This design comes from an exercise in tuning for small area, a short achievable clock period and few clock cycles per item on the open sky130 flow, not from production work. At most, simulation tests tie the RTL to the original design; equivalence was not proved.

==> v26: inputs <==
==> flow/design.v <==
module isg_qmod_unit (
    input  wire        clk,
    input  wire        rst,         
    input  wire        start,       
    input  wire        op,          
    input  wire        variant,     
    input  wire        bit_in,      
    input  wire [31:0] coef_in,     
    input  wire [31:0] qstep,       
    output wire        ready,
    output reg         done,        
    output wire [63:0] coef_out,    
    output reg         bit_out      
);
    wire [31:0] q_in = variant ? 32'h0001_0000 : qstep;
    wire        s_in = coef_in[31];
    wire [30:0] m_in = coef_in[30:0] ^ {31{s_in}};
    wire [31:0] M_in = op ? {m_in, s_in} : {1'b0, m_in};
    wire [4:0] im, iq;
    msb32 u_msbm (.x(M_in), .idx(im));
    msb32 u_msbq (.x(q_in), .idx(iq));
    wire [5:0]  dbl   = {1'b0, im} - {1'b0, iq};
    wire [3:0]  c_in  = dbl[5] ? 4'd0 : dbl[4:1];      
    wire [31:0] d_in  = q_in << {c_in, 1'b0};
    reg        v;           
    reg        first;       
    reg [3:0]  cnt;         
    reg        bitr, sr;
    reg [31:0] remr;        
    reg [31:0] dr;          
    reg [33:0] acc;         
    wire last = (cnt == 4'd0);
    assign ready = ~v | last;
    wire [33:0] t1 = {2'b00, remr} - {1'b0, dr, 1'b0};
    wire        q1 = ~t1[33];
    wire [31:0] r1 = q1 ? t1[31:0] : remr;
    wire [32:0] t2 = {1'b0, r1} - {1'b0, dr};
    wire        q2 = ~t2[32];
    wire [31:0] r2 = q2 ? t2[31:0] : r1;
    wire [33:0] S    = {34{sr}};
    wire [33:0] a    = first ? 34'd0 : acc;
    wire [33:0] sum1 = a + ({1'b0, dr, 1'b0} ^ S) + {33'd0, sr};
    wire [33:0] p1   = q1 ? sum1 : a;
    wire        lb0  = last & ~bitr;
    wire [33:0] b2   = lb0 ? {1'b0, dr, 1'b0} : {2'b00, dr};
    wire [33:0] sum2 = p1 + (b2 ^ S) + {33'd0, sr};
    wire        take = q2 | (last & bitr);
    always @(posedge clk) begin
        acc     <= take ? sum2 : p1;
        bit_out <= q1 ^ q2;
        if (ready) begin
            remr <= M_in;
            dr   <= d_in;
            bitr <= bit_in;
            sr   <= s_in;
            cnt  <= c_in;
        end else begin
            remr <= r2;
            dr   <= {2'b00, dr[31:2]};
            cnt  <= cnt - 4'd1;
        end
        if (rst) begin
            v     <= 1'b0;
            done  <= 1'b0;
            first <= 1'b0;
        end else begin
            done  <= v & last;
            first <= ready & start;
            if (ready)
                v <= start;
        end
    end
    assign coef_out = {{30{acc[33]}}, acc};
endmodule
module msb32 (
    input  wire [31:0] x,
    output wire [4:0]  idx
);
    wire [15:0] x1 = idx[4] ? x[31:16] : x[15:0];
    wire [7:0]  x2 = idx[3] ? x1[15:8] : x1[7:0];
    wire [3:0]  x3 = idx[2] ? x2[7:4]  : x2[3:0];
    wire [1:0]  x4 = idx[1] ? x3[3:2]  : x3[1:0];
    assign idx[4] = |x[31:16];
    assign idx[3] = |x1[15:8];
    assign idx[2] = |x2[7:4];
    assign idx[1] = |x3[3:2];
    assign idx[0] = x4[1];
endmodule
==> flow/flow/run.sh <==
#!/bin/bash
set -e
export BUFFER_PORTS_ARGS="-buffer_cell sky130_fd_sc_hd__buf_2"
bash standard.sh > standard.log 2>&1
==> flow/standard.sh <==
#!/bin/bash
# synth_recipe.tcl (not shown) runs the flow's synth.tcl, then flattens the netlist and writes it again
# the make line also repeats each setting of config.mk as NAME=value (left out here)
make -C /OpenROAD-flow-scripts/flow DESIGN_CONFIG=/design/flow/config.mk WORK_HOME=/design/flow/orfs CLKGATE_MAP_FILE= SYNTH_SCRIPT=/design/flow/synth_recipe.tcl "${@:-finish}"
==> flow/config.mk <==
export PLATFORM = sky130hd
export DESIGN_NAME = isg_qmod_unit
export DESIGN_NICKNAME = isg_qmod_unit
export VERILOG_FILES = /design/flow/design.v
export SDC_FILE = /design/flow/constraint.sdc
export NUM_CORES = 4
export LEC_CHECK = 0
export ABC_AREA = 1
export CAP_MARGIN = 20
export CORE_MARGIN = 2
export CORE_UTILIZATION = 50
export PLACE_DENSITY = 0.7
export SETUP_SLACK_MARGIN = 5
export SLEW_MARGIN = 20
==> flow/constraint.sdc <==
create_clock -name core_clock -period 11.0 [get_ports {clk}]
set_input_delay 2.2000 -clock core_clock [delete_from_list [all_inputs] [get_ports {clk}]]
set_output_delay 2.2000 -clock core_clock [all_outputs]
set_load 0.01 [all_outputs]
==> inputs of v21, as changes to v26 <==
==> flow/design.v (replaced) <==
module isg_qmod_unit (
    input  wire        clk,
    input  wire        rst,         
    input  wire        start,       
    input  wire        op,          
    input  wire        variant,     
    input  wire        bit_in,      
    input  wire [31:0] coef_in,     
    input  wire [31:0] qstep,       
    output wire        ready,
    output reg         done,        
    output wire [63:0] coef_out,    
    output reg         bit_out      
);
    wire [31:0] q_in = variant ? 32'h0001_0000 : qstep;
    wire        s_in = coef_in[31];
    wire [30:0] m_in = coef_in[30:0] ^ {31{s_in}};
    wire [31:0] M_in = op ? {m_in, s_in} : {1'b0, m_in};
    wire [4:0] im, iq;
    msb32 u_msbm (.x(M_in), .idx(im));
    msb32 u_msbq (.x(q_in), .idx(iq));
    reg        v0;
    reg [31:0] m0, q0;
    reg [4:0]  im0, iq0;
    reg        bit0, s0;
    wire [5:0] dbl = {1'b0, im0} - {1'b0, iq0};
    wire [4:0] sh0 = dbl[5] ? 5'd0 : dbl[4:0];
    wire       one0 = (im0 <= iq0);         
    reg        v1;          
    reg        first;       
    reg [4:0]  cnt;         
    reg        bitr, sr;
    reg        qprev;       
    reg [31:0] remr;        
    reg [31:0] dr;          
    reg [33:0] acc;         
    wire last  = (cnt == 5'd0);
    wire free1 = ~v1 | last;                
    assign ready = v0 ? one0 : (~v1 | (cnt[4:1] == 4'd0));
    wire [32:0] t  = {1'b0, remr} - {1'b0, dr};
    wire        qb = ~t[32];
    wire [33:0] a    = first ? 34'd0 : acc;
    wire [33:0] dsel = (last & ~bitr) ? {1'b0, dr, 1'b0} : {2'b00, dr};
    wire [33:0] sum  = a + (dsel ^ {34{sr}}) + {33'd0, sr};
    wire        take = qb | (last & bitr);
    always @(posedge clk) begin
        m0      <= M_in;
        q0      <= q_in;
        im0     <= im;
        iq0     <= iq;
        bit0    <= bit_in;
        s0      <= s_in;
        acc     <= take ? sum : a;
        bit_out <= (~first & qprev) ^ qb;
        qprev   <= qb;
        if (free1) begin
            remr <= m0;
            dr   <= q0 << sh0;
            bitr <= bit0;
            sr   <= s0;
            cnt  <= sh0;
        end else begin
            remr <= qb ? t[31:0] : remr;
            dr   <= {1'b0, dr[31:1]};
            cnt  <= cnt - 5'd1;
        end
        if (rst) begin
            v0    <= 1'b0;
            v1    <= 1'b0;
            done  <= 1'b0;
            first <= 1'b0;
        end else begin
            v0    <= ready & start;
            done  <= v1 & last;
            first <= free1 & v0;
            if (free1)
                v1 <= v0;
        end
    end
    assign coef_out = {{30{acc[33]}}, acc};
endmodule
module msb32 (
    input  wire [31:0] x,
    output wire [4:0]  idx
);
    wire [1:0]  o8;     
    wire [15:0] o2;     
    wire [7:0]  o4;     
    wire [3:0]  o8b;    
    genvar k;
    generate
        for (k = 0; k < 16; k = k + 1) begin : g2
            assign o2[k] = x[2*k+1] | x[2*k];
        end
        for (k = 0; k < 8; k = k + 1) begin : g4
            assign o4[k] = o2[2*k+1] | o2[2*k];
        end
        for (k = 0; k < 4; k = k + 1) begin : g8
            assign o8b[k] = o4[2*k+1] | o4[2*k];
        end
    endgenerate
    assign o8 = {o8b[3] | o8b[2], o8b[1] | o8b[0]};
    wire [15:0] hi1;    
    generate
        for (k = 0; k < 16; k = k + 1) begin : gh
            assign hi1[k] = x[2*k+1];
        end
    endgenerate
    assign idx[4] = o8[1];
    assign idx[3] = o8b[{idx[4], 1'b1}];
    assign idx[2] = o4[{idx[4:3], 1'b1}];
    assign idx[1] = o2[{idx[4:2], 1'b1}];
    assign idx[0] = hi1[idx[4:1]];
endmodule
==> flow/flow/run.sh (replaced) <==
#!/bin/bash
set -e
export BUFFER_PORTS_ARGS="-buffer_cell sky130_fd_sc_hd__buf_2"
export SETUP_SLACK_MARGIN=7.0
bash standard.sh > standard.log 2>&1
--- a/flow/config.mk
+++ b/flow/config.mk
@@ -12,3 +12,2 @@
 export PLACE_DENSITY = 0.7
-export SETUP_SLACK_MARGIN = 5
 export SLEW_MARGIN = 20
==> inputs of v8, as changes to v26 <==
==> flow/design.v (replaced) <==
module isg_qmod_unit (
    input  wire        clk,
    input  wire        rst,         
    input  wire        start,       
    input  wire        op,          
    input  wire        variant,     
    input  wire        bit_in,      
    input  wire [31:0] coef_in,     
    input  wire [31:0] qstep,       
    output wire        ready,
    output reg         done,        
    output wire [63:0] coef_out,    
    output reg         bit_out      
);
    wire [31:0] q_in = variant ? 32'h0001_0000 : qstep;
    wire        s_in = coef_in[31];
    wire [30:0] m_in = coef_in[30:0] ^ {31{s_in}};
    wire [31:0] M_in = op ? {m_in, s_in} : {1'b0, m_in};
    wire [4:0] im, iq;
    msb32 u_msbm (.x(M_in), .idx(im));
    msb32 u_msbq (.x(q_in), .idx(iq));
    reg        v0;
    reg [31:0] m0, q0;
    reg [4:0]  im0, iq0;
    reg        bit0, s0;
    wire [5:0] dbl = {1'b0, im0} - {1'b0, iq0};
    wire [4:0] sh0 = dbl[5] ? 5'd0 : dbl[4:0];
    wire       one0 = (im0 <= iq0);         
    reg        v1;          
    reg        first;       
    reg [4:0]  cnt;         
    reg        bitr, sr;
    reg        qprev;       
    reg [31:0] remr;        
    reg [31:0] dr;          
    reg [33:0] acc;         
    wire last  = (cnt == 5'd0);
    wire free1 = ~v1 | last;                
    assign ready = v0 ? one0 : (~v1 | (cnt[4:1] == 4'd0));
    wire [32:0] t  = {1'b0, remr} - {1'b0, dr};
    wire        qb = ~t[32];
    wire [33:0] a    = first ? 34'd0 : acc;
    wire [33:0] dsel = (last & ~bitr) ? {1'b0, dr, 1'b0} : {2'b00, dr};
    wire [33:0] sum  = a + (dsel ^ {34{sr}}) + {33'd0, sr};
    wire        take = qb | (last & bitr);
    always @(posedge clk) begin
        m0      <= M_in;
        q0      <= q_in;
        im0     <= im;
        iq0     <= iq;
        bit0    <= bit_in;
        s0      <= s_in;
        acc     <= take ? sum : a;
        bit_out <= (~first & qprev) ^ qb;
        qprev   <= qb;
        if (free1) begin
            remr <= m0;
            dr   <= q0 << sh0;
            bitr <= bit0;
            sr   <= s0;
            cnt  <= sh0;
        end else begin
            remr <= qb ? t[31:0] : remr;
            dr   <= {1'b0, dr[31:1]};
            cnt  <= cnt - 5'd1;
        end
        if (rst) begin
            v0    <= 1'b0;
            v1    <= 1'b0;
            done  <= 1'b0;
            first <= 1'b0;
        end else begin
            v0    <= ready & start;
            done  <= v1 & last;
            first <= free1 & v0;
            if (free1)
                v1 <= v0;
        end
    end
    assign coef_out = {{30{acc[33]}}, acc};
endmodule
module msb32 (
    input  wire [31:0] x,
    output wire [4:0]  idx
);
    wire [1:0]  o8;     
    wire [15:0] o2;     
    wire [7:0]  o4;     
    wire [3:0]  o8b;    
    genvar k;
    generate
        for (k = 0; k < 16; k = k + 1) begin : g2
            assign o2[k] = x[2*k+1] | x[2*k];
        end
        for (k = 0; k < 8; k = k + 1) begin : g4
            assign o4[k] = o2[2*k+1] | o2[2*k];
        end
        for (k = 0; k < 4; k = k + 1) begin : g8
            assign o8b[k] = o4[2*k+1] | o4[2*k];
        end
    endgenerate
    assign o8 = {o8b[3] | o8b[2], o8b[1] | o8b[0]};
    wire [15:0] hi1;    
    generate
        for (k = 0; k < 16; k = k + 1) begin : gh
            assign hi1[k] = x[2*k+1];
        end
    endgenerate
    assign idx[4] = o8[1];
    assign idx[3] = o8b[{idx[4], 1'b1}];
    assign idx[2] = o4[{idx[4:3], 1'b1}];
    assign idx[1] = o2[{idx[4:2], 1'b1}];
    assign idx[0] = hi1[idx[4:1]];
endmodule
==> flow/flow/run.sh (replaced) <==
#!/bin/bash
set -e
export BUFFER_PORTS_ARGS="-buffer_cell sky130_fd_sc_hd__buf_2"
export SETUP_SLACK_MARGIN=7.5
bash standard.sh > standard.log 2>&1
--- a/flow/config.mk
+++ b/flow/config.mk
@@ -12,3 +12,2 @@
 export PLACE_DENSITY = 0.7
-export SETUP_SLACK_MARGIN = 5
 export SLEW_MARGIN = 20
==> insert_results.sql <==
INSERT INTO impl_metrics (metric_group, metric, value, unit) VALUES
('yosys', 'postSynthNetCount', '2662', ''),
('outcome', 'run_status', 'timing/DRC/antenna clean', ''),
('detailed_routing', 'wire_per_inst', '17.09', 'um'),
('global_routing', 'gr-usage-met3', '3.144', '%'),
('placement', 'dp_worst_setup_slack', '3.194', 'ns'),
('yosys', 'yosys_register_bits', '108', ''),
('clock_network', 'post_cts_buffers', '14', ''),
('setup_path', 'critical_path.most_common_cell', 'sky130_fd_sc_hd__nand2_1', ''),
('detailed_routing', 'first_iter_violations', '1897', ''),
('sta', 'fmax', '0.1725', 'GHz'),
('finish', 'areaGrowthSynthToFinish', '11.77', '%'),
('setup_path', 'worst_setup_path_endpoint', 'remr[16]', ''),
('clock_network', 'sink_count', '108', '');
The numbers above come from v26.

==> insert_results.sql <==
INSERT INTO impl_metrics (metric_group, metric, value, unit) VALUES
('yosys', 'postSynthNetCount', '2143', ''),
('setup_path', 'critical_path.most_common_cell', 'sky130_fd_sc_hd__nand2_2', ''),
('placement', 'dp_worst_setup_slack', '5.925', 'ns'),
('detailed_routing', 'first_iter_violations', '1058', ''),
('outcome', 'run_status', 'timing/DRC/antenna clean', ''),
('clock_network', 'sink_count', '187', ''),
('setup_path', 'worst_setup_path_endpoint', 'ready', ''),
('detailed_routing', 'wire_per_inst', '14.78', 'um'),
('global_routing', 'gr-usage-met3', '2.408', '%'),
('yosys', 'yosys_register_bits', '187', '');
The numbers above come from v21.

==> insert_results.sql <==
INSERT INTO impl_metrics (metric_group, metric, value, unit) VALUES
('sta', 'fmax', '0.2359', 'GHz'),
('outcome', 'run_status', 'timing/DRC/antenna clean', ''),
('placement', 'dp_worst_setup_slack', '5.933', 'ns'),
('setup_path', 'critical_path.most_common_cell', 'sky130_fd_sc_hd__nand2_1', ''),
('detailed_routing', 'first_iter_violations', '1450', ''),
('detailed_routing', 'wire_per_inst', '16.73', 'um'),
('global_routing', 'gr-usage-met3', '3.905', '%'),
('yosys', 'yosys_register_bits', '187', ''),
('finish', 'non_clock_buffer_count', '289', ''),
('floorplan', 'tap-cell-count', '341', ''),
('setup_path', 'worst_setup_path_endpoint', 'ready', ''),
('clock_network', 'tritoncts', 'done', '');
The numbers above come from v8.

Testbench counts of v26, summed over its fixed seeds: cycles 6,723, items 4,000.
The RTL of v21 and v8 was laid out without a check of its function.

separate check: timing with driven ports:
The results above use ideal ports. As a check the final layouts listed here were re-extracted and re-timed, cells and wires unchanged. Step 1, drivers: a clkbuf_16 drives clk and a buf_2 each remaining input, both assumed. Step 2, shift: input delay + t, output delay - t, t = (earliest + latest rising clock arrival at the registers) / 2. This alone moves slack from input paths to output paths. Slacks: no drivers / after step 1 / after step 2; pairs: no drivers / after step 1.
run	t (ns)	setup slack, ns	worst register clock-pin slew, ns	worst data-port slew with drivers (ns)
v26	0.431	5.202 / 5.202 / 4.874	0.09 / 0.09	0.06
v21	0.481	6.825 / 6.776 / 6.439	0.08 / 0.08	0.15
v8	0.489	6.761 / 6.709 / 6.329	0.08 / 0.08	0.36
After both steps every run listed still meets setup and hold. For v8, which loses most, drivers alone change the setup slack by -0.052 ns; drivers and shift together by -0.432 ns.
